What follows belongs to an exercise in optimizing a design on an open flow for small area, a short achievable clock period and few clock cycles; a production flow would make more cautious choices. At most, simulation tests tie the RTL to the original design; equivalence was not proved. Only the layout flow was run in run 6; the RTL was not checked for function there. Power and IR drop assume default switching activity.

**config.mk**
```make
export PLATFORM = sky130hd
export DESIGN_NAME = cpu4
export DESIGN_NICKNAME = cpu4
export VERILOG_FILES = /design/flow/design.v
export SDC_FILE = /design/flow/constraint.sdc
export NUM_CORES = 4
export LEC_CHECK = 0
export ABC_AREA = 1
export CAP_MARGIN = 20
export CORE_MARGIN = 2
export CORE_UTILIZATION = 40
export CTS_BUF_LIST = sky130_fd_sc_hd__clkbuf_16
export CTS_CLUSTER_DIAMETER = 80
export CTS_CLUSTER_SIZE = 22
export SETUP_SLACK_MARGIN = 2.6
export SLEW_MARGIN = 20
```
**constraint.sdc**
```tcl
create_clock -name core_clock -period 5.0 [get_ports {clk}]
set_input_delay 1.0000 -clock core_clock [delete_from_list [all_inputs] [get_ports {clk}]]
set_output_delay 1.0000 -clock core_clock [all_outputs]
set_load 0.01 [all_outputs]
```
**design.v**
```verilog
module cpu4 (
    input  wire       clk,
    input  wire       rst,         
    output wire [7:0] rom_addr,
    input  wire [7:0] rom_data,
    input  wire       img_we,
    input  wire [3:0] img_addr,
    input  wire [3:0] img_data,
    input  wire       in_valid,
    input  wire [3:0] in_data,
    input  wire [3:0] sw_toggle,
    output wire       out_valid,
    output wire [3:0] out_data,
    output wire [3:0] led,
    output wire [3:0] sw,
    output wire       waiting,
    output wire       halted
);
    reg  [7:0] pc;
    reg  [7:0] ir;            
    reg        iv;            
    reg  [3:0] opv;           
    reg        c_sta;         
    reg        c_stai;        
    reg        c_push;        
    reg        c_zmod;        
    reg        c_cmod;        
    reg        c_kill;        
    reg        c_stk;         
    reg        clr_p;         
    reg        jp;            
    reg  [3:0] acc;
    reg        zf, cf;
    reg  [3:0] spm;           
    reg        s_empty;       
    reg        s_full;        
    reg  [3:0] ram   [0:15];
    reg  [7:0] stack [0:15];  
    reg  [3:0] led_r;
    reg  [3:0] sw_r;
    reg        wt;            
    reg        ht;            
    reg        ov;            
    wire [3:0] op = ir[7:4];
    wire [3:0] n  = ir[3:0];
    wire       e_ext  = (op == 4'hF);
    wire       e_rst  = iv & e_ext & (n == 4'h1);
    wire       e_pop  = iv & e_ext & (n == 4'h5) & ~s_empty;
    wire       e_ret  = iv & e_ext & (n == 4'h6) & ~s_empty;    
    wire       e_push = iv & c_push & ~s_full;
    wire       kill   = iv & c_kill;
    wire [7:0] stk_top = stack[spm];
    wire [3:0] ram_ind = ram[opv];
    wire [4:0] sum     = {1'b0, acc} + {1'b0, opv};
    wire [4:0] diff    = {1'b0, acc} - {1'b0, opv};
    wire [3:0] negacc  = 4'd0 - acc;
    wire [7:0] pc_inc  = pc + 8'd1;
    wire [7:0] pc_inc2 = pc + 8'd2;
    wire       opv_z   = (opv == 4'd0);
    wire       acc_z   = (acc == 4'd0);
    wire       eq      = (opv == acc);
    reg  [3:0] acc_e;
    reg        zf_e, cf_e;
    always @(*) begin
        acc_e = acc;
        zf_e  = zf;
        cf_e  = cf;
        case (op)
        4'h1: begin acc_e = opv; zf_e = opv_z; end
        4'h2: begin acc_e = n; zf_e = (n == 4'd0); end
        4'h4: begin acc_e = sum[3:0]; cf_e = sum[4]; zf_e = (opv == negacc); end
        4'h5: begin acc_e = diff[3:0]; cf_e = diff[4]; zf_e = eq; end
        4'h6: begin acc_e = acc & opv; zf_e = ((acc & opv) == 4'd0); end
        4'h7: begin acc_e = acc | opv; zf_e = acc_z & opv_z; end
        4'h8: begin acc_e = acc ^ opv; zf_e = eq; end
        4'h9: begin acc_e = ram_ind; zf_e = (ram_ind == 4'd0); end
        4'hF: begin
            case (n)
            4'h1: begin acc_e = 4'd0; zf_e = 1'b0; cf_e = 1'b0; end
            4'h3: begin acc_e = ~acc; zf_e = (acc == 4'hF); end
            4'h5: if (!s_empty) acc_e = stk_top[3:0];
            default: ;
            endcase
        end
        default: ;
        endcase
    end
    wire       ram_clr = rst | clr_p;
    wire [3:0] ram_wd  = ram_clr ? 4'd0 : img_we ? img_data : wt ? in_data : acc;
    integer i;
    always @(posedge clk) begin
        for (i = 0; i < 16; i = i + 1)
            if (ram_clr || (img_we && img_addr == i) || (wt && in_valid && i == 14) ||
                (iv && c_sta && n == i) || (iv && c_stai && opv == i))
                ram[i] <= ram_wd;
    end
    wire [7:0] stk_wd = (op == 4'hE) ? pc_inc : {4'd0, acc};
    always @(posedge clk) begin
        for (i = 0; i < 16; i = i + 1)
            if (e_push && spm == ((i + 15) % 16))
                stack[i] <= stk_wd;
    end
    wire [3:0] f_op  = rom_data[7:4];
    wire [3:0] f_n   = rom_data[3:0];
    wire       f_ret = (rom_data == 8'hF6);
    wire       f_br  = ~jp & iv & (((f_op == 4'hC) & c_zmod) | ((f_op == 4'hD) & c_cmod) |
                                   (f_ret & c_stk));
    wire       f_go  = ~kill & ~ht & ~wt & ~img_we & ~clr_p & ~f_br;
    wire       f_fwd = iv & ((c_sta & (n == f_n)) | (c_stai & (opv == f_n)));
    wire [3:0] f_opv = f_fwd ? acc : ram[f_n];
    wire       d_zmod = (f_op == 4'h1) | (f_op == 4'h2) | (f_op == 4'h4) | (f_op == 4'h5) |
                        (f_op == 4'h6) | (f_op == 4'h7) | (f_op == 4'h8) | (f_op == 4'h9) |
                        (rom_data == 8'hF3);
    wire       d_cmod = (f_op == 4'h4) | (f_op == 4'h5);
    wire       d_kill = (rom_data == 8'h1E) | (rom_data == 8'hF0) | (rom_data == 8'hF1);
    wire       d_stk  = (f_op == 4'hE) | (rom_data == 8'hF4) | (rom_data == 8'hF5) | f_ret;
    always @(posedge clk) begin
        ir     <= rom_data;
        opv    <= f_opv;
        c_sta  <= (f_op == 4'h3);
        c_stai <= (f_op == 4'hA);
        c_push <= (f_op == 4'hE) | (rom_data == 8'hF4);
        c_zmod <= d_zmod;
        c_cmod <= d_cmod;
        c_kill <= d_kill;
        c_stk  <= d_stk;
    end
    always @(posedge clk) begin
        if (rst) begin
            pc      <= 8'd0;
            iv      <= 1'b0;
            jp      <= 1'b0;
            acc     <= 4'd0;
            zf      <= 1'b0;
            cf      <= 1'b0;
            spm     <= 4'd15;
            s_empty <= 1'b1;
            s_full  <= 1'b0;
            led_r   <= 4'd0;
            wt      <= 1'b0;
            ht      <= 1'b0;
            ov      <= 1'b0;
            clr_p   <= 1'b0;
        end else begin
            clr_p <= e_rst;
            ov <= iv & (ir == 8'hF2);
            if (iv) begin
                acc <= acc_e;
                zf  <= zf_e;
                cf  <= cf_e;
            end else if (wt && in_valid) begin
                acc <= in_data;
                zf  <= (in_data == 4'd0);
                wt  <= 1'b0;
            end
            if (iv && ir == 8'h1E) wt <= 1'b1;
            if (iv && ir == 8'hF0) ht <= 1'b1;
            if (iv && c_sta && n == 4'd15) led_r <= acc;
            if (e_push) begin
                spm     <= spm + 4'd1;
                s_empty <= 1'b0;
                s_full  <= (spm == 4'd14);
            end
            if (e_pop || e_ret) begin
                spm     <= spm - 4'd1;
                s_full  <= 1'b0;
                s_empty <= (spm == 4'd0);
            end
            if (e_rst) begin
                spm     <= 4'd15;
                s_empty <= 1'b1;
                s_full  <= 1'b0;
                led_r   <= 4'd0;
            end
            if (e_rst) pc <= 8'd0;
            iv <= 1'b0;
            if (f_go) begin
                if (jp) begin
                    pc <= rom_data;
                    jp <= 1'b0;
                end else begin
                    case (f_op)
                    4'hB: begin
                        pc <= pc_inc;
                        jp <= 1'b1;
                    end
                    4'hC: begin
                        if (zf) begin pc <= pc_inc; jp <= 1'b1; end
                        else pc <= pc_inc2;
                    end
                    4'hD: begin
                        if (cf) begin pc <= pc_inc; jp <= 1'b1; end
                        else pc <= pc_inc2;
                    end
                    default: begin
                        pc     <= (f_ret && !s_empty) ? stk_top : pc_inc;
                        jp     <= (f_op == 4'hE);
                        iv     <= 1'b1;
                    end
                    endcase
                end
            end
        end
    end
    always @(posedge clk) begin
        if (rst)
            sw_r <= 4'd0;
        else
            sw_r <= sw_r ^ sw_toggle;
    end
    assign rom_addr  = pc;
    assign out_valid = ov;
    assign out_data  = acc;
    assign led       = led_r;
    assign sw        = sw_r;
    assign waiting   = wt;
    assign halted    = ht;
endmodule
```
**flow/run.sh**
```bash
#!/bin/bash
# The standard layout (standard.sh: the standard flow's synthesis and ORFS flow, unchanged),
# with the ports buffered by sky130_fd_sc_hd__buf_2 instead of the cell
# buffer_ports picks by default. Every port still gets its own buffer.
set -euo pipefail
export BUFFER_PORTS_ARGS="-buffer_cell sky130_fd_sc_hd__buf_2"
bash standard.sh finish > standard.log 2>&1
```
**standard.sh**
```bash
#!/bin/bash
# synth_recipe.tcl (not shown) runs the flow's synth.tcl, then flattens the netlist and writes it again
# the make line also repeats each setting of config.mk as NAME=value (left out here)
make -C /OpenROAD-flow-scripts/flow DESIGN_CONFIG=/design/flow/config.mk WORK_HOME=/design/flow/orfs CLKGATE_MAP_FILE= SYNTH_SCRIPT=/design/flow/synth_recipe.tcl "${@:-finish}"
```
==> results of run 1 <==
## synthesized netlist by cell type, types with 4 or more instances
library cell                instances
sky130_fd_sc_hd__dfxtp_1           53
sky130_fd_sc_hd__o2111ai_1          9
sky130_fd_sc_hd__o22ai_1           17
sky130_fd_sc_hd__o221ai_1           5
sky130_fd_sc_hd__nand3_1           61
sky130_fd_sc_hd__o21ai_1            7
sky130_fd_sc_hd__o21ai_0           47
sky130_fd_sc_hd__xor2_1            14
sky130_fd_sc_hd__o211ai_1          16
sky130_fd_sc_hd__nand2_1          381
sky130_fd_sc_hd__nor4_1             5
sky130_fd_sc_hd__buf_2              6
sky130_fd_sc_hd__inv_2             12
sky130_fd_sc_hd__ha_1              21
sky130_fd_sc_hd__nor2_1           163
sky130_fd_sc_hd__a221oi_1           6
sky130_fd_sc_hd__nor2_2             7
sky130_fd_sc_hd__nand3_2            4
sky130_fd_sc_hd__a22o_1             4
sky130_fd_sc_hd__edfxtp_1         192
sky130_fd_sc_hd__xnor2_1            8
sky130_fd_sc_hd__clkinv_2           4
sky130_fd_sc_hd__inv_1            148
sky130_fd_sc_hd__a21oi_1           53
sky130_fd_sc_hd__nand2_2            4
sky130_fd_sc_hd__a31oi_1            5
sky130_fd_sc_hd__nor3_1            17
sky130_fd_sc_hd__a211oi_1          11
sky130_fd_sc_hd__nand4_1           45
sky130_fd_sc_hd__clkbuf_1           8
sky130_fd_sc_hd__clkinv_1           5
## final timing paths
kind,to,slack [ns],depth (start not counted),startpoint
max reg2reg,acc[3],2.62,15,opv[2]
min,led_r[0],0.46,2,led_r[0]
max,acc[3],2.62,15,opv[2]
min reg2reg,led_r[0],0.46,2,led_r[0]
## per-layer routing
layer / wire length, µm / vias up
met4: 1400 / 2
met2: 17000 / 591
li1: - / 4839
met1: 17500 / 4835
met3: 3760 / 90
met5: 13 / -
## worst max-delay path: cells and delay by family, from the launching register on
| family | cells | cell delay [ns] |
|---|---|---|
| buf+inv | 2 | 0.22 |
| compound gates | 1 | 0.11 |
| flops | 1 | 0.39 |
| simple gates | 12 | 1.58 |
## cell families after synthesis
| kind of cell | after synthesis | synth area share (%) |
|---|---|---|
| compound gates | 194 | 9.83 |
| xor+xnor | 22 | 1.56 |
| fa+ha+maj | 23 | 2.45 |
| buf+inv | 189 | 6.08 |
| flops | 245 | 55.2 |
| simple gates | 708 | 24.9 |
## cells in the final DEF (no fill, tap or decap), types with 41 or more instances in the layout
master                     instances
sky130_fd_sc_hd__o21ai_0          44
sky130_fd_sc_hd__buf_2            49
sky130_fd_sc_hd__nand3_1          60
sky130_fd_sc_hd__dfxtp_1          41
sky130_fd_sc_hd__inv_1           144
sky130_fd_sc_hd__a21oi_1          52
sky130_fd_sc_hd__edfxtp_1        192
sky130_fd_sc_hd__nand2_1         377
sky130_fd_sc_hd__nor2_1          137
sky130_fd_sc_hd__nand4_1          45
## state kept, by name (all words and copies together) (netlist names), 4 cells and up
name / cells
ir: 8
ram: 64
acc: 4
stack: 128
led_r: 4
opv: 4
spm: 4
sw_r: 4
pc: 8
## power breakdown
| group | internal (mW) | leakage, nW | switching, mW |
|---|---|---|---|
| Sequential | 2.26 | 2.42 | 0.0767 |
| Clock | 0.750 | 0.321 | 0.837 |
| Combinational | 0.149 | 2.86 | 0.369 |
| Total | 3.16 | 5.61 | 1.28 |
## final cells by class
type                    instances  area [µm²]
fillers                      2911       16500
flip-flops and latches        245        6850
multi-input cells             947        5050
inverters                     169         656
well taps                     396         495
clock buffers                  19         475
repair buffers                 66         377
clock inverters                15         153
## what timing repair did
item / 4_1_cts / 5_1_grt
endpoints found under the setup margin: 237 / 180
pin swaps: 1 / 2
resized for setup: 56 / 38
setup buffers: 6 / 2
cloned: 0 / 0
## per-stage QoR
stage	utilization [%]	cells	total power, mW
finish	46.1	1857	4.44
global placement	42.8	1814	2.86
CTS	45.6	1855	4.44
global route	46.1	1857	4.59
floorplan	-	1381	2.65
detailed placement	42.8	1815	2.86
==> reports/results.md, run 1 <==
| Group | Parameter | Value |
|:---|:---|:---|
| placement | Count of input and output buffers | 50 |
| logic synthesis | Area of the mapped netlist | 0.0124 mm² |
| finish | Antenna fix cells | 0 |
| finish | Area overhead of the layout relative to synthesis | 13.6% |
| placement | Detailed-placement wirelength estimate | 29.2 mm |
| cts | Insertion delay to the later sink of the worst-skew pair | 0.53 ns |
| cts | CTS Buf Count | 19 |
| detailed routing | Number of vias in the routed layout | 10400 |
| critical path | Worst Setup Start Kind | flop |
| logic synthesis | Fraction of registers with async set or reset after synthesis | 0% |
| grt | Met2 usage in global routing | 36.0% |
| sta | Highest clock rate | 0.420 GHz |
| grt | Busiest metal layer after global routing | met2 |
| sta | RSZ-0062 raised after global routing | true |
| sta | Slack of the critical path | 2.62 ns |
| sta | Relative slew slack | 47.8% |
| logic synthesis | Register bit count reported by yosys | 245 |
| floorplanning | IO Count | 51 |
| grt | Met1 usage in global routing | 35.7% |
| power and ir drop | Standby leakage power | 5.61 nW |
| detailed routing | Total wire length after detailed routing | 39.7 mm |
| critical path | Slowest Stage Delay on Critical Path | 0.48 ns |
| placement | RD Place Congestion | 0.998 |
| logic synthesis | Synthesized netlist cell count | 1381 |
| cts | Clk slew on worst S/H paths | 0.08 ns |
| status | Outcome | no timing/DRC/antenna violations |
| grt | Vias in the first global route | 9688 |
| cts | Cell at the root of the clock tree | sky130_fd_sc_hd__clkbuf_16 |
| sta | Final hold violations | 0 |
| cts | H-tree Lvls | 1 |
| sta | Clock skew after layout | 0.0215 ns |
| logic synthesis | Synth Flop Type | sky130_fd_sc_hd__edfxtp_1 |
| detailed routing | Count of nets left with antenna violations after detail routing | 0 |
| finish | Layout net count | 1499 |
| cts | CTS hold repair buffers | 0 |
| floorplanning | Floorplan Core Area | 0.0305 mm² |
| grt | Number of antenna violations at the first check in global routing | 1 |
| grt | Global Route Usage Sum | 24.0% |
| logic synthesis | Post-synth net total | 1432 |
| grt | Wire length of the first global-routing pass | 59.9 mm |
| logic synthesis | Post-Syn Area per Cell | 8.96 µm² |
| critical path | Worst Path Arrival | 2.82 ns |
| placement | Area after DPL | 0.0131 mm² |
| detailed routing | Number of detailed-routing iterations run before antenna repair | 6 |
| power and ir drop | Areal power density over the cells | 316 mW/mm² |
| sta | Number of setup violations in the final report | 0 |
| critical path | Data required time of the critical path | 5.44 ns |
| detailed routing | Routed wire length per instance | 21.4 µm |
| logic synthesis | EDFF count, synth | 192 |
| cts | Clock net sink count | 245 |
| logic synthesis | Portion of the post-synthesis area used by sequential elements | 55.2% |
| sta | Fraction of the cycle the final worst path needs | 47.6% |
| floorplanning | Die X | 180 µm |
| cts | Maximum number of buffers from clock root to sink | 3 |
| sta | Setup total negative slack | 0 ns |
| detailed routing | Avg Vias per Cell | 5.58 |
| logic synthesis | Top-area cell type share of the netlist area | 46.6% |
| sta | Slew @ Worst Pin | 0.783 ns |
| critical path | Endpoint kind of the worst setup timing path | flop |
| grt | Largest net degree at the start of global routing | 24 |
| cts | CTS tree | done |
| power and ir drop | Worst IR drop on VDD | 0.268 mV |
| floorplanning | Starting density of the core | 40.5% |
| worst hold path | Path category of the worst min-delay check | reg -> reg |
| logic synthesis | Library cell occupying the most area in the post-synthesis netlist | sky130_fd_sc_hd__edfxtp_1 |
| critical path | Slowest-stage cell, CP | sky130_fd_sc_hd__nor2_1 |
| sta | Fin crit period | 2.38 ns |
| grt | Total global routing overflow | 0 |
| critical path | Most Frequent Cell on Critical Path | sky130_fd_sc_hd__nand2_1 |
| sta | WHS | 0.458 ns |
| grt | Global routing usage on met3 | 3.61% |
| finish | Fraction of layout instances using a drive strength above 1 | 14.2% |
| logic synthesis | Distinct cell type count of the synthesized netlist | 56 |
| critical path | Startpoint-to-endpoint class of the critical path | reg -> reg |
| floorplanning | DIE AREA | 0.0323 mm² |
| logic synthesis | Dominant cells by area after synthesis | sky130_fd_sc_hd__edfxtp_1, sky130_fd_sc_hd__nand2_1, sky130_fd_sc_hd__dfxtp_1, sky130_fd_sc_hd__nor2_1, sky130_fd_sc_hd__inv_1 |
| sta | Total count of max-transition violations in the final report | 0 |
| floorplanning | Std cell rows | 64 |
| finish | Final cell area excluding filler cells | 0.0141 mm² |
| job | Max Cap Viol | 0 |
| floorplanning | Vertical die dimension | 180 µm |
| placement | Placement Setup Slack | 1.85 ns |
| critical path | CP max FO | 7 |
| detailed routing | Number of remaining DRC errors | 0 |
| detailed routing | Drt initial violations | 1518 |
| critical path | CP cell instances | inv_1, nand2_1, nor2_1, nand2_1, nand2_1, nor2_1, nand2_1, nor2_1, nor2_1, nand2_1, nand2_1, inv_1, nand2_1, nand2_1, a21oi_2 |
| logic synthesis | Ys Warns | 3 |
Testbench counts, summed over its fixed seeds: cycles 119,591.
==> inputs of run 2 (changes only) <==
--- a/config.mk
+++ b/config.mk
@@ -5,7 +5,7 @@
 export SDC_FILE = /design/flow/constraint.sdc
 export NUM_CORES = 4
 export LEC_CHECK = 0
-export ABC_AREA = 1
+export ABC_CLOCK_PERIOD_IN_PS = 3000
 export CAP_MARGIN = 20
 export CORE_MARGIN = 2
 export CORE_UTILIZATION = 40
==> reports/results.md, run 2 <==
| Group | Parameter | Value |
|:---|:---|:---|
| finish | Fraction of layout instances using a drive strength above 1 | 18.8% |
| floorplanning | DIE AREA | 0.0332 mm² |
| detailed routing | Avg Vias per Cell | 6.32 |
| placement | Detailed-placement wirelength estimate | 28.5 mm |
| logic synthesis | Most common cell in the synthesized netlist | sky130_fd_sc_hd__edfxtp_1 |
| logic synthesis | EDFF count, synth | 192 |
| finish | Top library cells by usage in the layout, fill and taps aside | sky130_fd_sc_hd__edfxtp_1, sky130_fd_sc_hd__nand2_1, sky130_fd_sc_hd__nor2_1 |
| finish | Layout net count | 1246 |
| job | Max Cap Viol | 0 |
| status | Outcome | no timing/DRC/antenna violations |
| detailed routing | Number of vias in the routed layout | 10200 |
| logic synthesis | Post-Syn Area per Cell | 11.0 µm² |
| finish | Area overhead of the layout relative to synthesis | 13.3% |
| sta | Slew @ Worst Pin | 0.792 ns |
| sta | Highest clock rate | 0.421 GHz |
| grt | Largest net degree at the start of global routing | 38 |
| floorplanning | Vertical die dimension | 182 µm |
| grt | Number of antenna violations at the first check in global routing | 0 |
| sta | Relative slew slack | 46.9% |
| floorplanning | IO Count | 51 |
| finish | Top flop regs | stack (128), ram (64) |
| cts | CTS Buf Count | 17 |
| grt | Total global routing overflow | 0 |
| floorplanning | Floorplan Core Area | 0.0314 mm² |
| sta | Number of setup violations in the final report | 0 |
| finish | Largest register by flop count | stack |
| cts | Clock net sink count | 245 |
| logic synthesis | Top-area cell type share of the netlist area | 45.3% |
| cts | Cell at the root of the clock tree | sky130_fd_sc_hd__clkbuf_16 |
| detailed routing | Total wire length after detailed routing | 41.5 mm |
| detailed routing | Routed wire length per instance | 25.8 µm |
| placement | Count of input and output buffers | 50 |
| worst hold path | Number of cells on the worst hold path | 2 |
| detailed routing | Number of detailed-routing iterations run before antenna repair | 7 |
| sta | Final hold violations | 0 |
| power and ir drop | Relative contribution of combinational cells to total power | 14.1% |
| power and ir drop | Worst IR drop on VDD | 0.296 mV |
| detailed routing | Count of nets left with antenna violations after detail routing | 0 |
| sta | Clock skew after layout | 0.0245 ns |
| critical path | Worst Setup Start Kind | flop |
| placement | Area after DPL | 0.0133 mm² |
| detailed routing | Drt initial violations | 1330 |
| sta | RSZ-0062 raised after global routing | true |
| logic synthesis | Library cell occupying the most area in the post-synthesis netlist | sky130_fd_sc_hd__edfxtp_1 |
| cts | CTS hold repair buffers | 0 |
| finish | Final std cells w/o fill | 1608 |
| power and ir drop | Areal power density over the cells | 303 mW/mm² |
| critical path | Family of cells with the greatest summed delay on the critical path | flip-flops |
| grt | Global Route Usage Sum | 24.4% |
| floorplanning | Die X | 182 µm |
| critical path | Number of buffer and inverter stages on the critical path | 1 |
| cts | CTS tree | done |
| cts | Clk slew on worst S/H paths | 0.09 ns |
| finish | Antenna fix cells | 0 |
| critical path | Slowest-stage cell, CP | sky130_fd_sc_hd__dfxtp_1 |
| power and ir drop | Internal power summed over all cells | 3.13 mW |
| placement | Number of cells in the design after placement | 1552 |
| power and ir drop | Flop pwr share | 53.2% |
| critical path | Depth of the critical timing path with buffers and inverters included | 1 |
| cts | Insertion delay to the later sink of the worst-skew pair | 0.53 ns |
| critical path | Reg2Reg Depth | 7 |
| cts | Maximum number of buffers from clock root to sink | 3 |
| logic synthesis | Synth Flop Type | sky130_fd_sc_hd__edfxtp_1 |
| logic synthesis | Register bit count reported by yosys | 245 |
| critical path | CP max FO | 10 |
| logic synthesis | Area of the mapped netlist | 0.0127 mm² |
| logic synthesis | Ys Warns | 3 |
| logic synthesis | Portion of the post-synthesis area used by sequential elements | 53.7% |
| power and ir drop | Standby leakage power | 5.02 nW |
| cts | H-tree Lvls | 1 |
| critical path | Startpoint-to-endpoint class of the critical path | reg -> out |
| sta | Fraction of the cycle the final worst path needs | 47.5% |
| worst hold path | Path category of the worst min-delay check | reg -> reg |
| floorplanning | Std cell rows | 65 |
| detailed routing | Number of remaining DRC errors | 0 |
| power and ir drop | Switching share of power | 28.2% |
| critical path | Worst Path Arrival | 1.38 ns |
| sta | Setup total negative slack | 0 ns |
| placement | RD Place Congestion | 0.928 |
| sta | Fin crit period | 2.38 ns |
| logic synthesis | Fraction of registers with async set or reset after synthesis | 0% |
| critical path | CP cell instances | buf_2 |
| power and ir drop | Tot Pwr | 4.36 mW |
| finish | Most frequent standard cell in the layout excluding fill and tap cells | sky130_fd_sc_hd__edfxtp_1 |
| critical path | Slowest Stage Delay on Critical Path | 0.62 ns |
| finish | Final cell area excluding filler cells | 0.0144 mm² |
| grt | Vias in the first global route | 9617 |
| logic synthesis | Synthesized netlist cell count | 1159 |
| logic synthesis | Post-synth net total | 1210 |
| critical path | Data required time of the critical path | 4.00 ns |
| power and ir drop | Switching Power | 1.23 mW |
| logic synthesis | Distinct cell type count of the synthesized netlist | 90 |
| logic synthesis | Dominant cells by area after synthesis | sky130_fd_sc_hd__edfxtp_1, sky130_fd_sc_hd__dfxtp_1, sky130_fd_sc_hd__mux2i_1, sky130_fd_sc_hd__nor2_1, sky130_fd_sc_hd__a22oi_1 |
| critical path | Endpoint kind of the worst setup timing path | output pin |
| logic synthesis | Most frequent cells after synthesis | sky130_fd_sc_hd__edfxtp_1, sky130_fd_sc_hd__nor2_1, sky130_fd_sc_hd__nand2_1 |
| sta | Total count of max-transition violations in the final report | 0 |
| power and ir drop | Fraction of power consumed by the clock network | 32.7% |
| grt | Wire length of the first global-routing pass | 61.6 mm |
| floorplanning | Starting density of the core | 40.5% |
| finish | Number of flip-flops under the largest register name | 128 |
-- run 2: changes by cell type after synthesis, moves of 15 or more --
cell / change
sky130_fd_sc_hd__a22oi_1: +42
sky130_fd_sc_hd__and3_1: +15
sky130_fd_sc_hd__buf_2: +30
sky130_fd_sc_hd__clkbuf_1: +27
sky130_fd_sc_hd__inv_1: -118
sky130_fd_sc_hd__mux2i_1: +35
sky130_fd_sc_hd__nand2_1: -298
sky130_fd_sc_hd__nand4_1: -32
sky130_fd_sc_hd__nor2_1: -76
sky130_fd_sc_hd__nor2b_1: +22
sky130_fd_sc_hd__nor3_1: +19
sky130_fd_sc_hd__o21ai_0: -18
-- run 2: power by group through the flow --
stage | logic, mW | registers [mW] | clock network, mW
after global placement | 0.550 | 2.37 | 0
after CTS | 0.591 | 2.32 | 1.46
after detailed placement | 0.552 | 2.36 | 0
after global routing | 0.656 | 2.32 | 1.51
final | 0.617 | 2.32 | 1.43
after floorplan | 0.387 | 2.33 | 0
-- run 2: cell type report --
type | count | area [µm²]
Fill cell | 2921 | 17000
Sequential cell | 245 | 6860
Multi-Input combinational cell | 797 | 5630
Timing Repair Buffer | 103 | 738
Tap cell | 402 | 503
Clock buffer | 17 | 425
Inverter | 31 | 135
Clock inverter | 13 | 105
-- run 2: what timing repair did --
item                       CTS  global route
pin swaps                    5             5
gates cloned                 1             0
gates resized for setup     61            35
buffers inserted            12            13
setup endpoints to repair  148            59
-- run 2: per-stage QoR --
stage               util (%)  hold WS [ns]  worst slack (ns)
detailed placement      42.4         0.479              1.74
CTS                     45.2         0.503              2.60
floorplan                  -         0.452              2.52
global route            45.9         0.535              2.58
global placement        42.4         0.476              1.78
finish                  45.9         0.492              2.62
-- run 2: logic make-up after synthesis --
logic type	share of synthesized area, %
and+or+nand+nor	16.6
adders and majority gates	2.38
AOI/OAI and AO/OA	16.6
buffers and inverters	4.11
muxes	4.56
xor gates and xnor gates	2.07
DFF	53.7
-- run 2: worst paths after layout --
path / slack [ns] / end / from
setup / recovery: 2.62 / rom_addr[3] / pc[3]
hold reg to reg: 0.49 / led_r[2] / led_r[2]
setup reg to reg: 2.69 / acc[3] / spm[0]
hold / removal: 0.49 / led_r[2] / led_r[2]
-- run 2: per-layer routing --
| layer | part of all wire (%) | track usage (%) |
|---|---|---|
| met1 | 43 | 33.3 |
| met2 | 49 | 41.3 |
| met3 | 6.0 | 2.99 |
| met4 | 2.8 | 6.42 |
| met5 | 0 | 0 |
==> inputs of run 3 (changes only) <==
==> config.mk (replaced) <==
export PLATFORM = sky130hd
export DESIGN_NAME = cpu4
export DESIGN_NICKNAME = cpu4
export VERILOG_FILES = /design/flow/design.v
export SDC_FILE = /design/flow/constraint.sdc
export NUM_CORES = 4
export LEC_CHECK = 0
export ABC_CLOCK_PERIOD_IN_PS = 2200
export CAP_MARGIN = 10
export CORE_MARGIN = 2
export CORE_UTILIZATION = 40
export CTS_BUF_LIST = sky130_fd_sc_hd__clkbuf_16
export CTS_CLUSTER_DIAMETER = 80
export CTS_CLUSTER_SIZE = 22
export SETUP_SLACK_MARGIN = 2.6
export SLEW_MARGIN = 10
==> reports/results.md, run 3 <==
| Group | Parameter | Value |
|:---|:---|:---|
| finish | Final std cells w/o fill | 1608 |
| placement | Detailed-placement wirelength estimate | 28.5 mm |
| logic synthesis | Ys Warns | 3 |
| critical path | Timing startpoint of the critical path | pc[3] |
| detailed routing | Count of nets left with antenna violations after detail routing | 0 |
| floorplanning | Die X | 182 µm |
| finish | Top flop regs | stack (128), ram (64) |
| floorplanning | IO Count | 51 |
| critical path | CP cell instances | buf_2 |
| power and ir drop | Internal power summed over all cells | 3.13 mW |
| status | Outcome | no timing/DRC/antenna violations |
| critical path | Worst Setup Start Kind | flop |
| power and ir drop | Worst IR drop on VDD | 0.296 mV |
| placement | RD Place Congestion | 0.928 |
| critical path | Destination of the worst register-to-register timing path | acc[3] |
| critical path | Family of cells with the greatest summed delay on the critical path | flip-flops |
| sta | Clock skew after layout | 0.0245 ns |
| floorplanning | Floorplan Core Area | 0.0314 mm² |
| critical path | Slowest Stage Delay on Critical Path | 0.62 ns |
| grt | Total global routing overflow | 0 |
| critical path | Startpoint-to-endpoint class of the critical path | reg -> out |
| logic synthesis | Most frequent cells after synthesis | sky130_fd_sc_hd__edfxtp_1, sky130_fd_sc_hd__nor2_1, sky130_fd_sc_hd__nand2_1 |
| critical path | Termination of the worst setup path | rom_addr[3] |
| cts | Maximum number of buffers from clock root to sink | 3 |
| floorplanning | Vertical die dimension | 182 µm |
| power and ir drop | Fraction of power consumed by the clock network | 32.7% |
| logic synthesis | Top-area cell type share of the netlist area | 45.3% |
| finish | Fraction of layout instances using a drive strength above 1 | 18.8% |
| detailed routing | Number of vias in the routed layout | 10200 |
| detailed routing | Number of remaining DRC errors | 0 |
| critical path | Number of buffer and inverter stages on the critical path | 1 |
| grt | Wire length of the first global-routing pass | 61.6 mm |
| finish | Top library cells by usage in the layout, fill and taps aside | sky130_fd_sc_hd__edfxtp_1, sky130_fd_sc_hd__nand2_1, sky130_fd_sc_hd__nor2_1 |
| grt | Vias in the first global route | 9617 |
| finish | Largest register by flop count | stack |
| detailed routing | Routed wire length per instance | 25.8 µm |
| logic synthesis | Synthesized netlist cell count | 1159 |
| placement | Number of cells in the design after placement | 1552 |
| logic synthesis | Distinct cell type count of the synthesized netlist | 90 |
| power and ir drop | Switching share of power | 28.2% |
| critical path | Setup slack of the most critical reg-to-reg path | 2.69 ns |
| logic synthesis | Register bit count reported by yosys | 245 |
| power and ir drop | Switching Power | 1.23 mW |
| floorplanning | Std cell rows | 65 |
| power and ir drop | Standby leakage power | 5.02 nW |
| critical path | Data required time of the critical path | 4.00 ns |
| grt | Number of antenna violations at the first check in global routing | 0 |
| detailed routing | Number of detailed-routing iterations run before antenna repair | 7 |
| critical path | Reg2Reg Depth | 7 |
| power and ir drop | Areal power density over the cells | 303 mW/mm² |
| sta | Slew @ Worst Pin | 0.792 ns |
| cts | H-tree Lvls | 1 |
| finish | Number of flip-flops under the largest register name | 128 |
| grt | Largest net degree at the start of global routing | 38 |
| logic synthesis | Post-synth net total | 1210 |
| detailed routing | Avg Vias per Cell | 6.32 |
| critical path | Worst Path Arrival | 1.38 ns |
| critical path | Depth of the critical timing path with buffers and inverters included | 1 |
| job | Max Cap Viol | 0 |
| sta | Fin crit period | 2.38 ns |
| cts | Clock net sink count | 245 |
| critical path | CP max FO | 10 |
| placement | Area after DPL | 0.0133 mm² |
| cts | Insertion delay to the later sink of the worst-skew pair | 0.53 ns |
| sta | RSZ-0062 raised after global routing | true |
| logic synthesis | Dominant cells by area after synthesis | sky130_fd_sc_hd__edfxtp_1, sky130_fd_sc_hd__dfxtp_1, sky130_fd_sc_hd__mux2i_1, sky130_fd_sc_hd__nor2_1, sky130_fd_sc_hd__a22oi_1 |
| sta | WHS | 0.492 ns |
| logic synthesis | Library cell occupying the most area in the post-synthesis netlist | sky130_fd_sc_hd__edfxtp_1 |
| cts | Cell at the root of the clock tree | sky130_fd_sc_hd__clkbuf_16 |
| critical path | Endpoint kind of the worst setup timing path | output pin |
| cts | CTS tree | done |
| logic synthesis | Fraction of registers with async set or reset after synthesis | 0% |
| floorplanning | DIE AREA | 0.0332 mm² |
| power and ir drop | Relative contribution of combinational cells to total power | 14.1% |
| logic synthesis | Portion of the post-synthesis area used by sequential elements | 53.7% |
| floorplanning | Starting density of the core | 40.5% |
| grt | Global Route Usage Sum | 24.4% |
| finish | Most frequent standard cell in the layout excluding fill and tap cells | sky130_fd_sc_hd__edfxtp_1 |
| sta | Highest clock rate | 0.421 GHz |
| sta | Number of setup violations in the final report | 0 |
| finish | Final cell area excluding filler cells | 0.0144 mm² |
| sta | Total count of max-transition violations in the final report | 0 |
| cts | CTS Buf Count | 17 |
| finish | Area overhead of the layout relative to synthesis | 13.3% |
| power and ir drop | Flop pwr share | 53.2% |
| finish | Antenna fix cells | 0 |
| finish | Layout net count | 1246 |
| critical path | Reg-to-reg startpoint | spm[0] |
| sta | Setup total negative slack | 0 ns |
| sta | Relative slew slack | 46.9% |
| logic synthesis | Synth Flop Type | sky130_fd_sc_hd__edfxtp_1 |
| sta | Fraction of the cycle the final worst path needs | 47.5% |
| worst hold path | Path category of the worst min-delay check | reg -> reg |
| detailed routing | Drt initial violations | 1330 |
| placement | Count of input and output buffers | 50 |
| detailed routing | Total wire length after detailed routing | 41.5 mm |
| logic synthesis | EDFF count, synth | 192 |
| cts | Clk slew on worst S/H paths | 0.09 ns |
| sta | Final hold violations | 0 |
| finish | Number of filler instances in the final layout | 2921 |
| critical path | Slowest-stage cell, CP | sky130_fd_sc_hd__dfxtp_1 |
| cts | CTS hold repair buffers | 0 |
| logic synthesis | Post-Syn Area per Cell | 11.0 µm² |
| logic synthesis | Most common cell in the synthesized netlist | sky130_fd_sc_hd__edfxtp_1 |
| logic synthesis | Area of the mapped netlist | 0.0127 mm² |
## run 3: power by group through the flow
stage / clock, mW / sequential [mW] / combinational (mW)
floorplan: 0 / 2.33 / 0.387
global route: 1.51 / 2.32 / 0.656
CTS: 1.46 / 2.32 / 0.591
detailed placement: 0 / 2.36 / 0.552
finish: 1.43 / 2.32 / 0.617
global placement: 0 / 2.37 / 0.550
## run 3: timing repair
| action | in CTS | in global routing |
|---|---|---|
| pin swaps | 5 | 5 |
| cloned | 1 | 0 |
| buffers inserted | 12 | 13 |
| resized for setup | 61 | 35 |
| setup endpoints to repair | 148 | 59 |
## run 3: layout make-up
cell class                 count  area [µm²]  area share (%)
clock inverter                13         105           0.730
inverter                      31         135           0.938
clock buffer                  17         425            2.95
sequential                   245        6860            47.6
tap                          402         503            3.49
timing repair buffer         103         738            5.13
multi-input combinational    797        5630            39.1
## run 3: cell families after synthesis
family	Yosys count	share of synthesized area, %
AO/OA/AOI/OAI	288	16.6
XOR/XNOR	30	2.07
flip-flops	245	53.7
adder cells (fa/ha/maj)	23	2.38
multiplexers	52	4.56
buffers and inverters	117	4.11
AND/OR/NAND/NOR	404	16.6
## run 3: metrics by stage
stage | power (mW) | utilization [%] | setup WS [ns]
floorplan | 2.72 | - | 2.52
global placement | 2.92 | 42.4 | 1.78
detailed placement | 2.92 | 42.4 | 1.74
CTS | 4.37 | 45.2 | 2.60
global route | 4.49 | 45.9 | 2.58
finish | 4.36 | 45.9 | 2.62
## run 3: worst min path at each step
stage	slack, ns	end	startpoint	cells past startpoint
6_report	0.49	led_r[2]	led_r[2]	2
3_5_place_dp	0.48	led_r[2]	led_r[2]	2
2_1_floorplan	0.45	cf	cf	2
4_1_cts	0.50	led_r[2]	led_r[2]	2
5_1_grt	0.54	led_r[3]	led_r[3]	2
3_3_place_gp	0.48	led_r[0]	led_r[0]	2
## run 3: metal layers
layer | vias up | share of wire, % | wire (µm) | track usage [%]
met5 | - | 0 | 0 | 0
met4 | 0 | 2.8 | 1160 | 6.42
met3 | 83 | 6.0 | 2480 | 2.99
met2 | 481 | 49 | 20200 | 41.3
met1 | 5061 | 43 | 17700 | 33.3
li1 | 4542 | - | - | -
==> inputs of run 4 (changes only) <==
--- a/config.mk
+++ b/config.mk
@@ -6,11 +6,11 @@
 export NUM_CORES = 4
 export LEC_CHECK = 0
 export ABC_CLOCK_PERIOD_IN_PS = 2200
-export CAP_MARGIN = 10
+export CAP_MARGIN = 20
 export CORE_MARGIN = 2
 export CORE_UTILIZATION = 40
 export CTS_BUF_LIST = sky130_fd_sc_hd__clkbuf_16
 export CTS_CLUSTER_DIAMETER = 80
 export CTS_CLUSTER_SIZE = 22
 export SETUP_SLACK_MARGIN = 2.6
-export SLEW_MARGIN = 10
+export SLEW_MARGIN = 20
==> reports/results.md, run 4 <==
| Group | Parameter | Value |
|:---|:---|:---|
| status | Outcome | no timing/DRC/antenna violations |
| logic synthesis | Distinct cell type count of the synthesized netlist | 90 |
| critical path | Reg-to-reg startpoint | spm[0] |
| critical path | Worst Path Arrival | 1.38 ns |
| placement | Count of input and output buffers | 50 |
| grt | Met1 usage in global routing | 33.3% |
| logic synthesis | Dominant cells by area after synthesis | sky130_fd_sc_hd__edfxtp_1, sky130_fd_sc_hd__dfxtp_1, sky130_fd_sc_hd__mux2i_1, sky130_fd_sc_hd__nor2_1, sky130_fd_sc_hd__a22oi_1 |
| finish | Area overhead of the layout relative to synthesis | 13.3% |
| critical path | Endpoint kind of the worst setup timing path | output pin |
| placement | RD Place Congestion | 0.928 |
| finish | Most frequent standard cell in the layout excluding fill and tap cells | sky130_fd_sc_hd__edfxtp_1 |
| logic synthesis | Portion of the post-synthesis area used by sequential elements | 53.7% |
| grt | Total global routing overflow | 0 |
| power and ir drop | Switching share of power | 28.2% |
| logic synthesis | Synth Flop Type | sky130_fd_sc_hd__edfxtp_1 |
| finish | Top flop regs | stack (128), ram (64) |
| critical path | Termination of the worst setup path | rom_addr[3] |
| power and ir drop | Standby leakage power | 5.02 nW |
| cts | Insertion delay to the later sink of the worst-skew pair | 0.53 ns |
| cts | CTS Buf Count | 17 |
| sta | Slew @ Worst Pin | 0.792 ns |
| detailed routing | Avg Vias per Cell | 6.32 |
| logic synthesis | Top-area cell type share of the netlist area | 45.3% |
| logic synthesis | Post-synth net total | 1210 |
| floorplanning | Std cell rows | 65 |
| detailed routing | Drt initial violations | 1330 |
| grt | Number of antenna violations at the first check in global routing | 0 |
| logic synthesis | Most common cell in the synthesized netlist | sky130_fd_sc_hd__edfxtp_1 |
| power and ir drop | Internal power summed over all cells | 3.13 mW |
| detailed routing | Count of nets left with antenna violations after detail routing | 0 |
| floorplanning | Floorplan Core Area | 0.0314 mm² |
| sta | Fin crit period | 2.38 ns |
| sta | WHS | 0.492 ns |
| power and ir drop | Flop pwr share | 53.2% |
| logic synthesis | Most frequent cells after synthesis | sky130_fd_sc_hd__edfxtp_1, sky130_fd_sc_hd__nor2_1, sky130_fd_sc_hd__nand2_1 |
| power and ir drop | Tot Pwr | 4.36 mW |
| finish | Fraction of layout instances using a drive strength above 1 | 18.8% |
| sta | Total count of max-transition violations in the final report | 0 |
| detailed routing | Routed wire length per instance | 25.8 µm |
| floorplanning | Die X | 182 µm |
| floorplanning | Starting density of the core | 40.5% |
| sta | Fraction of the cycle the final worst path needs | 47.5% |
| critical path | Setup slack of the most critical reg-to-reg path | 2.69 ns |
| logic synthesis | Area of the mapped netlist | 0.0127 mm² |
| grt | Vias in the first global route | 9617 |
| critical path | Worst Setup Start Kind | flop |
| power and ir drop | Worst IR drop on VDD | 0.296 mV |
| finish | Final cell area excluding filler cells | 0.0144 mm² |
| floorplanning | Vertical die dimension | 182 µm |
| critical path | Slowest Stage Delay on Critical Path | 0.62 ns |
| sta | RSZ-0062 raised after global routing | true |
| logic synthesis | EDFF count, synth | 192 |
| grt | Largest net degree at the start of global routing | 38 |
| finish | Largest register by flop count | stack |
| finish | Number of filler instances in the final layout | 2921 |
| grt | Busiest metal layer after global routing | met2 |
| logic synthesis | Post-Syn Area per Cell | 11.0 µm² |
| grt | Global routing usage on met3 | 2.99% |
| critical path | Family of cells with the greatest summed delay on the critical path | flip-flops |
| critical path | Depth of the critical timing path with buffers and inverters included | 1 |
| cts | CTS tree | done |
| critical path | Data required time of the critical path | 4.00 ns |
| power and ir drop | Fraction of power consumed by the clock network | 32.7% |
| sta | Setup total negative slack | 0 ns |
| placement | Placement Setup Slack | 1.74 ns |
| grt | Met2 usage in global routing | 41.3% |
| grt | Global Route Usage Sum | 24.4% |
| power and ir drop | Switching Power | 1.23 mW |
| sta | Highest clock rate | 0.421 GHz |
| placement | Number of cells in the design after placement | 1552 |
| critical path | Destination of the worst register-to-register timing path | acc[3] |
| grt | Wire length of the first global-routing pass | 61.6 mm |
| placement | Detailed-placement wirelength estimate | 28.5 mm |
| sta | Slack of the critical path | 2.62 ns |
| finish | Final std cells w/o fill | 1608 |
| finish | Number of flip-flops under the largest register name | 128 |
| finish | Final core area utilization | 45.9% |
| worst hold path | Path category of the worst min-delay check | reg -> reg |
| sta | Final hold violations | 0 |
| critical path | Timing startpoint of the critical path | pc[3] |
| critical path | Reg2Reg Depth | 7 |
| logic synthesis | Library cell occupying the most area in the post-synthesis netlist | sky130_fd_sc_hd__edfxtp_1 |
| critical path | CP cell instances | buf_2 |
| cts | Clock net sink count | 245 |
| logic synthesis | Register bit count reported by yosys | 245 |
| critical path | CP max FO | 10 |
| cts | Cell at the root of the clock tree | sky130_fd_sc_hd__clkbuf_16 |
| finish | Top library cells by usage in the layout, fill and taps aside | sky130_fd_sc_hd__edfxtp_1, sky130_fd_sc_hd__nand2_1, sky130_fd_sc_hd__nor2_1 |
| detailed routing | Number of vias in the routed layout | 10200 |
| detailed routing | Number of remaining DRC errors | 0 |
| cts | Clk slew on worst S/H paths | 0.09 ns |
| critical path | Slowest-stage cell, CP | sky130_fd_sc_hd__dfxtp_1 |
| sta | Relative slew slack | 46.9% |
| logic synthesis | Ys Warns | 3 |
| critical path | Startpoint-to-endpoint class of the critical path | reg -> out |
| power and ir drop | Relative contribution of combinational cells to total power | 14.1% |
| finish | Layout net count | 1246 |
| power and ir drop | Areal power density over the cells | 303 mW/mm² |
| sta | Number of setup violations in the final report | 0 |
| finish | Antenna fix cells | 0 |
| sta | Clock skew after layout | 0.0245 ns |
| cts | Maximum number of buffers from clock root to sink | 3 |
| job | Max Cap Viol | 0 |
| detailed routing | Number of detailed-routing iterations run before antenna repair | 7 |
| floorplanning | IO Count | 51 |
| cts | CTS hold repair buffers | 0 |
| detailed routing | Total wire length after detailed routing | 41.5 mm |
| logic synthesis | Fraction of registers with async set or reset after synthesis | 0% |
| placement | Area after DPL | 0.0133 mm² |
| cts | H-tree Lvls | 1 |
| critical path | Number of buffer and inverter stages on the critical path | 1 |
| logic synthesis | Synthesized netlist cell count | 1159 |
| floorplanning | DIE AREA | 0.0332 mm² |
==> run 4: cell counts after synthesis <==
No cell type changed its count.
==> run 4: metal layers <==
| layer | vias to the layer above | part of all wire [%] |
|---|---|---|
| met1 | 5061 | 43 |
| met4 | 0 | 2.8 |
| li1 | 4542 | - |
| met3 | 83 | 6.0 |
| met5 | - | 0 |
| met2 | 481 | 49 |
==> run 4: area by class of cell <==
type | instances | area (µm²) | share of cell area [%]
sequential | 245 | 6860 | 47.6
multi-input combinational | 797 | 5630 | 39.1
timing repair buffer | 103 | 738 | 5.13
tap | 402 | 503 | 3.49
clock buffer | 17 | 425 | 2.95
inverter | 31 | 135 | 0.938
clock inverter | 13 | 105 | 0.730
==> run 4: worst min-delay path by stage <==
stage | slack (ns) | end | from | cells after the start
2_1_floorplan | 0.45 | cf | cf | 2
6_report | 0.49 | led_r[2] | led_r[2] | 2
5_1_grt | 0.54 | led_r[3] | led_r[3] | 2
3_5_place_dp | 0.48 | led_r[2] | led_r[2] | 2
4_1_cts | 0.50 | led_r[2] | led_r[2] | 2
3_3_place_gp | 0.48 | led_r[0] | led_r[0] | 2
==> run 4: what timing repair did <==
item | CTS | global route
gates resized for setup | 61 | 35
pin swaps | 5 | 5
cloned | 1 | 0
setup endpoints to repair | 148 | 59
setup buffers | 12 | 13
hold endpoints to repair | 0 | 0
==> run 4: power by group through the flow <==
stage	clock network (mW)	registers, mW	logic (mW)
2_1_floorplan	0	2.33	0.387
3_3_place_gp	0	2.37	0.550
3_5_place_dp	0	2.36	0.552
4_1_cts	1.46	2.32	0.591
5_1_grt	1.51	2.32	0.656
6_report	1.43	2.32	0.617
==> run 4: kinds of logic after synthesis <==
logic type	synth area share [%]
buf+inv	4.11
flops	53.7
xor+xnor	2.07
compound gates	16.6
simple gates	16.6
mux	4.56
fa+ha+maj	2.38
==> inputs of run 5 (changes only) <==
==> flow/run.sh (replaced) <==
#!/bin/bash
set -euo pipefail
export BUFFER_PORTS_ARGS="-buffer_cell sky130_fd_sc_hd__buf_2"
export RECOVER_POWER=100
bash standard.sh finish > standard.log 2>&1
==> reports/results.md, run 5 <==
| Group | Parameter | Value |
|:---|:---|:---|
| status | Outcome | finished with violations |
| status | Reasons for failing layout checks | max-capacitance violations, max-slew violations |
| critical path | Worst Path Arrival | 3.97 ns |
| logic synthesis | EDFF count, synth | 192 |
| logic synthesis | Fraction of registers with async set or reset after synthesis | 0% |
| critical path | CP max FO | 28 |
| critical path | Endpoint kind of the worst setup timing path | flop |
| finish | Most frequent standard cell in the layout excluding fill and tap cells | sky130_fd_sc_hd__edfxtp_1 |
| grt | Number of antenna violations at the first check in global routing | 0 |
| placement | Area after DPL | 0.0133 mm² |
| sta | Final hold violations | 0 |
| floorplanning | IO Count | 51 |
| detailed routing | Number of vias in the routed layout | 10100 |
| logic synthesis | Top-area cell type share of the netlist area | 45.3% |
| critical path | Timing startpoint of the critical path | rom_data[1] |
| floorplanning | Floorplan Core Area | 0.0314 mm² |
| sta | Total count of max-transition violations in the final report | 89 |
| floorplanning | Die X | 182 µm |
| floorplanning | Std cell rows | 65 |
| sta | Highest clock rate | 0.285 GHz |
| critical path | Startpoint-to-endpoint class of the critical path | in -> reg |
| logic synthesis | Dominant cells by area after synthesis | sky130_fd_sc_hd__edfxtp_1, sky130_fd_sc_hd__dfxtp_1, sky130_fd_sc_hd__mux2i_1, sky130_fd_sc_hd__nor2_1, sky130_fd_sc_hd__a22oi_1 |
| cts | CTS tree | done |
| cts | Clk slew on worst S/H paths | 0.09 ns |
| placement | Count of input and output buffers | 50 |
| finish | Antenna fix cells | 0 |
| grt | Wire length of the first global-routing pass | 61.6 mm |
| detailed routing | Drt initial violations | 1188 |
| cts | H-tree Lvls | 1 |
| finish | Final std cells w/o fill | 1608 |
| critical path | Setup slack of the most critical reg-to-reg path | 1.55 ns |
| critical path | Reg-to-reg startpoint | iv |
| sta | Relative slew slack | -13.4% |
| sta | RSZ-0062 raised after global routing | true |
| sta | Fin crit period | 3.51 ns |
| logic synthesis | Distinct cell type count of the synthesized netlist | 90 |
| finish | Fraction of layout instances using a drive strength above 1 | 13.0% |
| grt | Largest net degree at the start of global routing | 38 |
| grt | Global Route Usage Sum | 24.4% |
| finish | Number of filler instances in the final layout | 2969 |
| power and ir drop | Areal power density over the cells | 307 mW/mm² |
| finish | Layout net count | 1246 |
| cts | CTS Buf Count | 17 |
| power and ir drop | Worst IR drop on VDD | 0.297 mV |
| placement | Detailed-placement wirelength estimate | 28.5 mm |
| logic synthesis | Synthesized netlist cell count | 1159 |
| power and ir drop | Switching Power | 1.23 mW |
| finish | Largest register by flop count | stack |
| floorplanning | Starting density of the core | 40.5% |
| finish | Top flop regs | stack (128), ram (64) |
| logic synthesis | Most common cell in the synthesized netlist | sky130_fd_sc_hd__edfxtp_1 |
| placement | Number of cells in the design after placement | 1552 |
| detailed routing | Routed wire length per instance | 25.8 µm |
| power and ir drop | Standby leakage power | 4.82 nW |
| cts | Clock net sink count | 245 |
| detailed routing | Total wire length after detailed routing | 41.5 mm |
| floorplanning | DIE AREA | 0.0332 mm² |
| logic synthesis | Ys Warns | 3 |
| detailed routing | Avg Vias per Cell | 6.28 |
| power and ir drop | Fraction of power consumed by the clock network | 32.8% |
| logic synthesis | Area of the mapped netlist | 0.0127 mm² |
| placement | RD Place Congestion | 0.928 |
| power and ir drop | Internal power summed over all cells | 3.13 mW |
| logic synthesis | Most frequent cells after synthesis | sky130_fd_sc_hd__edfxtp_1, sky130_fd_sc_hd__nor2_1, sky130_fd_sc_hd__nand2_1 |
| logic synthesis | Register bit count reported by yosys | 245 |
| logic synthesis | Portion of the post-synthesis area used by sequential elements | 53.7% |
| sta | Number of setup violations in the final report | 0 |
| floorplanning | Vertical die dimension | 182 µm |
| grt | Total global routing overflow | 0 |
| logic synthesis | Synth Flop Type | sky130_fd_sc_hd__edfxtp_1 |
| power and ir drop | Relative contribution of combinational cells to total power | 13.9% |
| critical path | Destination of the worst register-to-register timing path | stack[12][1] |
| worst hold path | Path category of the worst min-delay check | reg -> reg |
| critical path | Data required time of the critical path | 5.47 ns |
| finish | Top library cells by usage in the layout, fill and taps aside | sky130_fd_sc_hd__edfxtp_1, sky130_fd_sc_hd__nor2_1, sky130_fd_sc_hd__nand2_1 |
| detailed routing | Number of detailed-routing iterations run before antenna repair | 6 |
| cts | Cell at the root of the clock tree | sky130_fd_sc_hd__clkbuf_16 |
| critical path | Reg2Reg Depth | 4 |
| finish | Final core area utilization | 45.1% |
| detailed routing | Count of nets left with antenna violations after detail routing | 0 |
| finish | Final cell area excluding filler cells | 0.0142 mm² |
| cts | CTS hold repair buffers | 0 |
| sta | Clock skew after layout | 0.0223 ns |
| cts | Maximum number of buffers from clock root to sink | 3 |
| logic synthesis | Post-Syn Area per Cell | 11.0 µm² |
| logic synthesis | Post-synth net total | 1210 |
| power and ir drop | Switching share of power | 28.2% |
| logic synthesis | Library cell occupying the most area in the post-synthesis netlist | sky130_fd_sc_hd__edfxtp_1 |
| cts | Insertion delay to the later sink of the worst-skew pair | 0.53 ns |
| detailed routing | Number of remaining DRC errors | 0 |
| sta | Slew @ Worst Pin | 1.70 ns |
| power and ir drop | Flop pwr share | 53.4% |
| finish | Number of flip-flops under the largest register name | 128 |
| sta | Setup total negative slack | 0 ns |
| finish | Area overhead of the layout relative to synthesis | 11.4% |
| critical path | Termination of the worst setup path | pc[4] |
| worst hold path | Start point of the worst min-delay path | led_r[2] |
| critical path | Worst Setup Start Kind | input pin |
| grt | Vias in the first global route | 9617 |
| job | Max Cap Viol | 3 |
| sta | Fraction of the cycle the final worst path needs | 70.1% |
run 5: cell counts after synthesis:
Identical to the previous run, type by type.
run 5: power by group through the flow:
| stage | clock [mW] | sequential, mW | combinational (mW) |
|---|---|---|---|
| CTS | 1.46 | 2.32 | 0.591 |
| finish | 1.43 | 2.32 | 0.604 |
| detailed placement | 0 | 2.36 | 0.552 |
| floorplan | 0 | 2.33 | 0.387 |
| global placement | 0 | 2.37 | 0.550 |
| global route | 1.51 | 2.33 | 0.642 |
run 5: critical path, stage by stage:
cell,delay [ns]
sky130_fd_sc_hd__clkbuf_1,1.19
sky130_fd_sc_hd__nand2b_4,0.18
sky130_fd_sc_hd__nor3_1,0.46
sky130_fd_sc_hd__a311oi_4,0.16
sky130_fd_sc_hd__clkbuf_1,0.26
sky130_fd_sc_hd__clkbuf_1,0.21
sky130_fd_sc_hd__a311o_1,0.36
sky130_fd_sc_hd__a31oi_1,0.12
run 5: stage by stage:
stage / setup slack [ns] / hold WS [ns] / power, mW
2_1_floorplan: 2.52 / 0.452 / 2.72
3_3_place_gp: 1.78 / 0.476 / 2.92
3_5_place_dp: 1.74 / 0.479 / 2.92
4_1_cts: 2.60 / 0.503 / 4.37
5_1_grt: 1.35 / 0.536 / 4.48
6_report: 1.49 / 0.497 / 4.35
run 5: layout make-up:
class	count	area (µm²)	share of cell area, %
inverter	31	135	0.954
sequential	245	6850	48.3
clock inverter	13	105	0.742
timing repair buffer	103	624	4.41
clock buffer	17	425	3.00
tap	402	503	3.55
multi-input combinational	797	5520	39.0
run 5: kinds of logic after synthesis:
group	synth area share, %
adders and majority gates	2.38
xor gates and xnor gates	2.07
muxes	4.56
DFF	53.7
AOI/OAI and AO/OA	16.6
buffers and inverters	4.11
and+or+nand+nor	16.6
run 5: timing repair:
action	CTS	global route
gates resized for setup	61	35
endpoints found under the setup margin	148	59
pin swaps	5	5
cloned	1	0
setup buffers	12	13
run 5: worst min-delay path by stage:
stage                     to  slack, ns  cells past startpoint
floorplan                 cf       0.45                      2
CTS                 led_r[2]       0.50                      2
detailed placement  led_r[2]       0.48                      2
global route          s_full       0.54                      2
finish              led_r[2]       0.50                      2
global placement    led_r[0]       0.48                      2
run 5: per-layer routing:
layer  GRT usage [%]  up-vias  wire, µm
met4            6.42        0      1100
met1            33.3     5028     17500
met5               0        -         0
met3            2.99       74      2780
met2            41.3      447     20100
li1                -     4548         -
==> inputs of run 6 (changes only) <==
--- a/design.v
+++ b/design.v
@@ -34,8 +34,8 @@
     reg  [3:0] spm;           
     reg        s_empty;       
     reg        s_full;        
-    reg  [3:0] ram   [0:15];
-    reg  [7:0] stack [0:15];  
+    reg  [63:0] ram;          
+    reg  [127:0] stack;       
     reg  [3:0] led_r;
     reg  [3:0] sw_r;
     reg        wt;            
@@ -49,8 +49,8 @@
     wire       e_ret  = iv & e_ext & (n == 4'h6) & ~s_empty;    
     wire       e_push = iv & c_push & ~s_full;
     wire       kill   = iv & c_kill;
-    wire [7:0] stk_top = stack[spm];
-    wire [3:0] ram_ind = ram[opv];
+    wire [7:0] stk_top = stack[8*spm +: 8];
+    wire [3:0] ram_ind = ram[4*opv +: 4];
     wire [4:0] sum     = {1'b0, acc} + {1'b0, opv};
     wire [4:0] diff    = {1'b0, acc} - {1'b0, opv};
     wire [3:0] negacc  = 4'd0 - acc;
@@ -92,13 +92,13 @@
         for (i = 0; i < 16; i = i + 1)
             if (ram_clr || (img_we && img_addr == i) || (wt && in_valid && i == 14) ||
                 (iv && c_sta && n == i) || (iv && c_stai && opv == i))
-                ram[i] <= ram_wd;
+                ram[4*i +: 4] <= ram_wd;
     end
     wire [7:0] stk_wd = (op == 4'hE) ? pc_inc : {4'd0, acc};
     always @(posedge clk) begin
         for (i = 0; i < 16; i = i + 1)
             if (e_push && spm == ((i + 15) % 16))
-                stack[i] <= stk_wd;
+                stack[8*i +: 8] <= stk_wd;
     end
     wire [3:0] f_op  = rom_data[7:4];
     wire [3:0] f_n   = rom_data[3:0];
@@ -107,7 +107,7 @@
                                    (f_ret & c_stk));
     wire       f_go  = ~kill & ~ht & ~wt & ~img_we & ~clr_p & ~f_br;
     wire       f_fwd = iv & ((c_sta & (n == f_n)) | (c_stai & (opv == f_n)));
-    wire [3:0] f_opv = f_fwd ? acc : ram[f_n];
+    wire [3:0] f_opv = f_fwd ? acc : ram[4*f_n +: 4];
     wire       d_zmod = (f_op == 4'h1) | (f_op == 4'h2) | (f_op == 4'h4) | (f_op == 4'h5) |
                         (f_op == 4'h6) | (f_op == 4'h7) | (f_op == 4'h8) | (f_op == 4'h9) |
                         (rom_data == 8'hF3);
==> flow/run.sh (replaced) <==
#!/bin/bash
# The standard layout (standard.sh: the standard flow's synthesis and ORFS flow, unchanged),
# with the ports buffered by sky130_fd_sc_hd__buf_2 instead of the cell
# buffer_ports picks by default. Every port still gets its own buffer.
set -euo pipefail
export BUFFER_PORTS_ARGS="-buffer_cell sky130_fd_sc_hd__buf_2"
bash standard.sh finish > standard.log 2>&1
==> reports/results.md, run 6 <==
| Group | Parameter | Value |
|:---|:---|:---|
| placement | Count of input and output buffers | 50 |
| finish | Largest register by flop count | stack |
| power and ir drop | Tot Pwr | 4.24 mW |
| logic synthesis | Post-synthesis adder-cell area fraction | 2.42% |
| floorplanning | IO Count | 51 |
| logic synthesis | Top-area cell type share of the netlist area | 46.0% |
| logic synthesis | EDFF count, synth | 192 |
| logic synthesis | Dominant cells by area after synthesis | sky130_fd_sc_hd__edfxtp_1, sky130_fd_sc_hd__mux4_2, sky130_fd_sc_hd__dfxtp_1, sky130_fd_sc_hd__nand2_1, sky130_fd_sc_hd__nor2_1 |
| placement | Detailed-placement wirelength estimate | 24.1 mm |
| sta | WHS | 0.499 ns |
| sta | Total count of max-transition violations in the final report | 0 |
| cts | CTS tree | done |
| sta | Fin crit period | 2.43 ns |
| finish | Number of flip-flops under the largest register name | 128 |
| floorplanning | Starting density of the core | 40.8% |
| sta | Final hold violations | 0 |
| placement | RD Place Congestion | 0.915 |
| power and ir drop | Worst IR drop on VDD | 0.226 mV |
| sta | Setup total negative slack | 0 ns |
| logic synthesis | Synth Flop Type | sky130_fd_sc_hd__edfxtp_1 |
| finish | Fraction of layout instances using a drive strength above 1 | 23.3% |
| finish | Top library cells by usage in the layout, fill and taps aside | sky130_fd_sc_hd__edfxtp_1, sky130_fd_sc_hd__nand2_1, sky130_fd_sc_hd__nor2_1 |
| floorplanning | Floorplan Core Area | 0.0307 mm² |
| floorplanning | Std cell rows | 64 |
| detailed routing | Routed wire length per instance | 24.3 µm |
| logic synthesis | Fraction of registers with async set or reset after synthesis | 0% |
| cts | Clk slew on worst S/H paths | 0.09 ns |
| logic synthesis | Distinct cell type count of the synthesized netlist | 80 |
| power and ir drop | Standby leakage power | 5.04 nW |
| logic synthesis | Library cell occupying the most area in the post-synthesis netlist | sky130_fd_sc_hd__edfxtp_1 |
| logic synthesis | Combinational family with the most area after synthesis | multiplexers |
| detailed routing | Count of nets left with antenna violations after detail routing | 0 |
| logic synthesis | Most frequent cells after synthesis | sky130_fd_sc_hd__edfxtp_1, sky130_fd_sc_hd__nand2_1, sky130_fd_sc_hd__nor2_1 |
| grt | Vias in the first global route | 8410 |
| floorplanning | Vertical die dimension | 181 µm |
| cts | Clock net sink count | 245 |
| cts | H-tree Lvls | 1 |
| floorplanning | DIE AREA | 0.0327 mm² |
| logic synthesis | Post-Syn Area per Cell | 12.4 µm² |
| cts | Cell at the root of the clock tree | sky130_fd_sc_hd__clkbuf_16 |
| sta | Relative slew slack | 26.8% |
| cts | CTS Buf Count | 16 |
| finish | Multi-input gate area | 0.00549 mm² |
| sta | Clock skew after layout | 0.0380 ns |
| logic synthesis | Portion of the post-synthesis area used by sequential elements | 54.5% |
| placement | Placement Setup Slack | 1.85 ns |
| sta | Number of setup violations in the final report | 0 |
| logic synthesis | Most common cell in the synthesized netlist | sky130_fd_sc_hd__edfxtp_1 |
| finish | Layout net count | 1094 |
| critical path | Startpoint-to-endpoint class of the critical path | reg -> reg |
| grt | Largest net degree at the start of global routing | 38 |
| logic synthesis | Synthesized netlist cell count | 1009 |
| finish | Register area | 0.00686 mm² |
| logic synthesis | Synth Area in Compound Gates | 10.3% |
| critical path | CP max FO | 4 |
| critical path | Worst Path Arrival | 2.79 ns |
| finish | Final cell area excluding filler cells | 0.0140 mm² |
| cts | Maximum number of buffers from clock root to sink | 3 |
| logic synthesis | Post-synth net total | 1060 |
| detailed routing | Total wire length after detailed routing | 35.3 mm |
| job | Max Cap Viol | 0 |
| sta | Slew @ Worst Pin | 1.09 ns |
| grt | Wire length of the first global-routing pass | 53.4 mm |
| logic synthesis | XOR/XNOR share of the synthesized area | 2.10% |
| cts | Insertion delay to the later sink of the worst-skew pair | 0.52 ns |
| cts | CTS hold repair buffers | 0 |
| detailed routing | Number of detailed-routing iterations run before antenna repair | 6 |
| floorplanning | Die X | 181 µm |
| finish | Most frequent standard cell in the layout excluding fill and tap cells | sky130_fd_sc_hd__edfxtp_1 |
| sta | Slack of the critical path | 2.57 ns |
| logic synthesis | Area of the mapped netlist | 0.0125 mm² |
| finish | Top flop regs | stack (128), ram (64) |
| logic synthesis | Ys Warns | 1 |
| critical path | Data required time of the critical path | 5.36 ns |
| logic synthesis | Register bit count reported by yosys | 245 |
| detailed routing | Number of remaining DRC errors | 0 |
| status | Outcome | no timing/DRC/antenna violations |
| power and ir drop | Areal power density over the cells | 303 mW/mm² |
| sta | Highest clock rate | 0.412 GHz |
| worst hold path | Path category of the worst min-delay check | reg -> reg |
| detailed routing | Avg Vias per Cell | 6.13 |
| sta | Fraction of the cycle the final worst path needs | 48.5% |
| detailed routing | Number of vias in the routed layout | 8884 |
| critical path | Endpoint kind of the worst setup timing path | flop |
| grt | Number of antenna violations at the first check in global routing | 1 |
| logic synthesis | Multiplexer area fraction after synthesis | 14.6% |
| finish | Area overhead of the layout relative to synthesis | 11.6% |
| grt | Total global routing overflow | 0 |
| detailed routing | Drt initial violations | 1124 |
| grt | Global Route Usage Sum | 21.0% |
| logic synthesis | Synth Area in Simple Gates | 12.6% |
| critical path | Worst Setup Start Kind | flop |
| sta | RSZ-0062 raised after global routing | true |
| placement | Area after DPL | 0.0131 mm² |
| finish | Number of filler instances in the final layout | 2795 |
[run 6: changes by cell type after synthesis, moves of 8 or more]
cell and delta:
sky130_fd_sc_hd__a21oi_1 -10, sky130_fd_sc_hd__a221oi_1 -15, sky130_fd_sc_hd__a22oi_1 -30, sky130_fd_sc_hd__and2_1 -10, sky130_fd_sc_hd__and3_1 -11, sky130_fd_sc_hd__buf_2 -13
sky130_fd_sc_hd__mux4_2 +57, sky130_fd_sc_hd__nand2_1 +10, sky130_fd_sc_hd__nand3_1 -33, sky130_fd_sc_hd__o211ai_1 -8, sky130_fd_sc_hd__o21ai_1 +13, sky130_fd_sc_hd__o22ai_1 -8
[run 6: area by class of cell]
| class | count | share of cell area (%) |
|---|---|---|
| clock buffers | 16 | 2.87 |
| flip-flops and latches | 245 | 49.1 |
| well taps | 396 | 3.55 |
| inverters | 26 | 0.752 |
| repair buffers | 83 | 3.75 |
| multi-input cells | 671 | 39.3 |
| clock inverters | 12 | 0.645 |
| diodes | 1 | 0.0179 |
[run 6: critical path, stage by stage, from the launching register on]
cell                       delay, ns
sky130_fd_sc_hd__dfxtp_4        0.36
sky130_fd_sc_hd__inv_1          0.16
sky130_fd_sc_hd__ha_1           0.20
sky130_fd_sc_hd__inv_1          0.06
sky130_fd_sc_hd__fa_1           0.42
sky130_fd_sc_hd__mux4_2         0.49
sky130_fd_sc_hd__a32oi_1        0.16
sky130_fd_sc_hd__o211ai_1       0.10
sky130_fd_sc_hd__o311ai_1       0.24
sky130_fd_sc_hd__a221oi_1       0.11
[run 6: final timing paths]
check	start	slack, ns	end	cells after the start
max reg2reg	acc[0]	2.57	acc[1]	9
min reg2reg	led_r[1]	0.50	led_r[1]	2
min	led_r[1]	0.50	led_r[1]	2
max	acc[0]	2.57	acc[1]	9
[run 6: metrics by stage]
step / instances / utilization [%]
final: 1450 / 45.6
after global routing: 1449 / 45.5
after CTS: 1436 / 44.8
after detailed placement: 1403 / 42.6
after global placement: 1403 / 42.6
after floorplan: 1009 / -
[run 6: where the power goes]
part	switching (mW)	internal [mW]	total (mW)
logic	0.329	0.237	0.566
registers	0.0841	2.25	2.33
clock network	0.728	0.612	1.34
[run 6: logic make-up after synthesis]
kind of cell | after synthesis
xor gates and xnor gates | 30
adders and majority gates | 23
muxes | 103
buffers and inverters | 93
AOI/OAI and AO/OA | 186
and+or+nand+nor | 329
DFF | 245
[run 6: metal layers]
| metal | up-vias | part of all wire (%) | track usage [%] |
|---|---|---|---|
| met5 | - | 0 | 0 |
| met4 | 0 | 1.8 | 4.70 |
| met3 | 46 | 6.9 | 3.00 |
| met2 | 402 | 46 | 32.4 |
| met1 | 4482 | 46 | 31.6 |
| li1 | 3954 | - | - |
[run 6: timing repair]
action | CTS | global route
gates cloned | 0 | 0
buffers inserted | 5 | 13
resized for setup | 46 | 32
endpoints found under the setup margin | 278 | 295

## port drivers added, routing unchanged
No port has a modelled driver above. Below, the same layouts with a new extraction and two added sets of constraints. Step 1 assumes that a clkbuf_16 drives the clock port and a buf_2 every other input. Step 2 adds t to the input delays and takes it off the output delays; t is the mean of the earliest and latest rising clock arrival at the registers after step 1. Input paths then give back, and output paths get back, about the clock's delay inside the block. Slacks: no drivers / after step 1 / after step 2; pairs: no drivers / after step 1.
| run | t, ns | setup slack, ns | latest minus earliest clock arrival (ns) | slew at the worst register clock pin (ns) | pins driven straight from the clock port |
|---|---|---|---|---|---|
| run 1 | 0.567 | 2.618 / 2.618 / 2.152 | 0.021 / 0.021 | 0.09 / 0.09 | 1 |
| run 2 | 0.570 | 2.624 / 2.571 / 2.131 | 0.026 / 0.026 | 0.09 / 0.09 | 1 |
| run 3 | 0.570 | 2.624 / 2.571 / 2.131 | 0.026 / 0.026 | 0.09 / 0.09 | 1 |
| run 4 | 0.570 | 2.624 / 2.571 / 2.131 | 0.026 / 0.026 | 0.09 / 0.09 | 1 |
| run 5 | 0.572 | 1.494 / 1.507 / 0.935 | 0.025 / 0.025 | 0.09 / 0.09 | 1 |
| run 6 | 0.544 | 2.573 / 2.573 / 2.115 | 0.038 / 0.038 | 0.10 / 0.10 | 1 |
For run 5, which loses most, drivers alone change the setup slack by +0.013 ns; drivers and shift together by -0.559 ns.
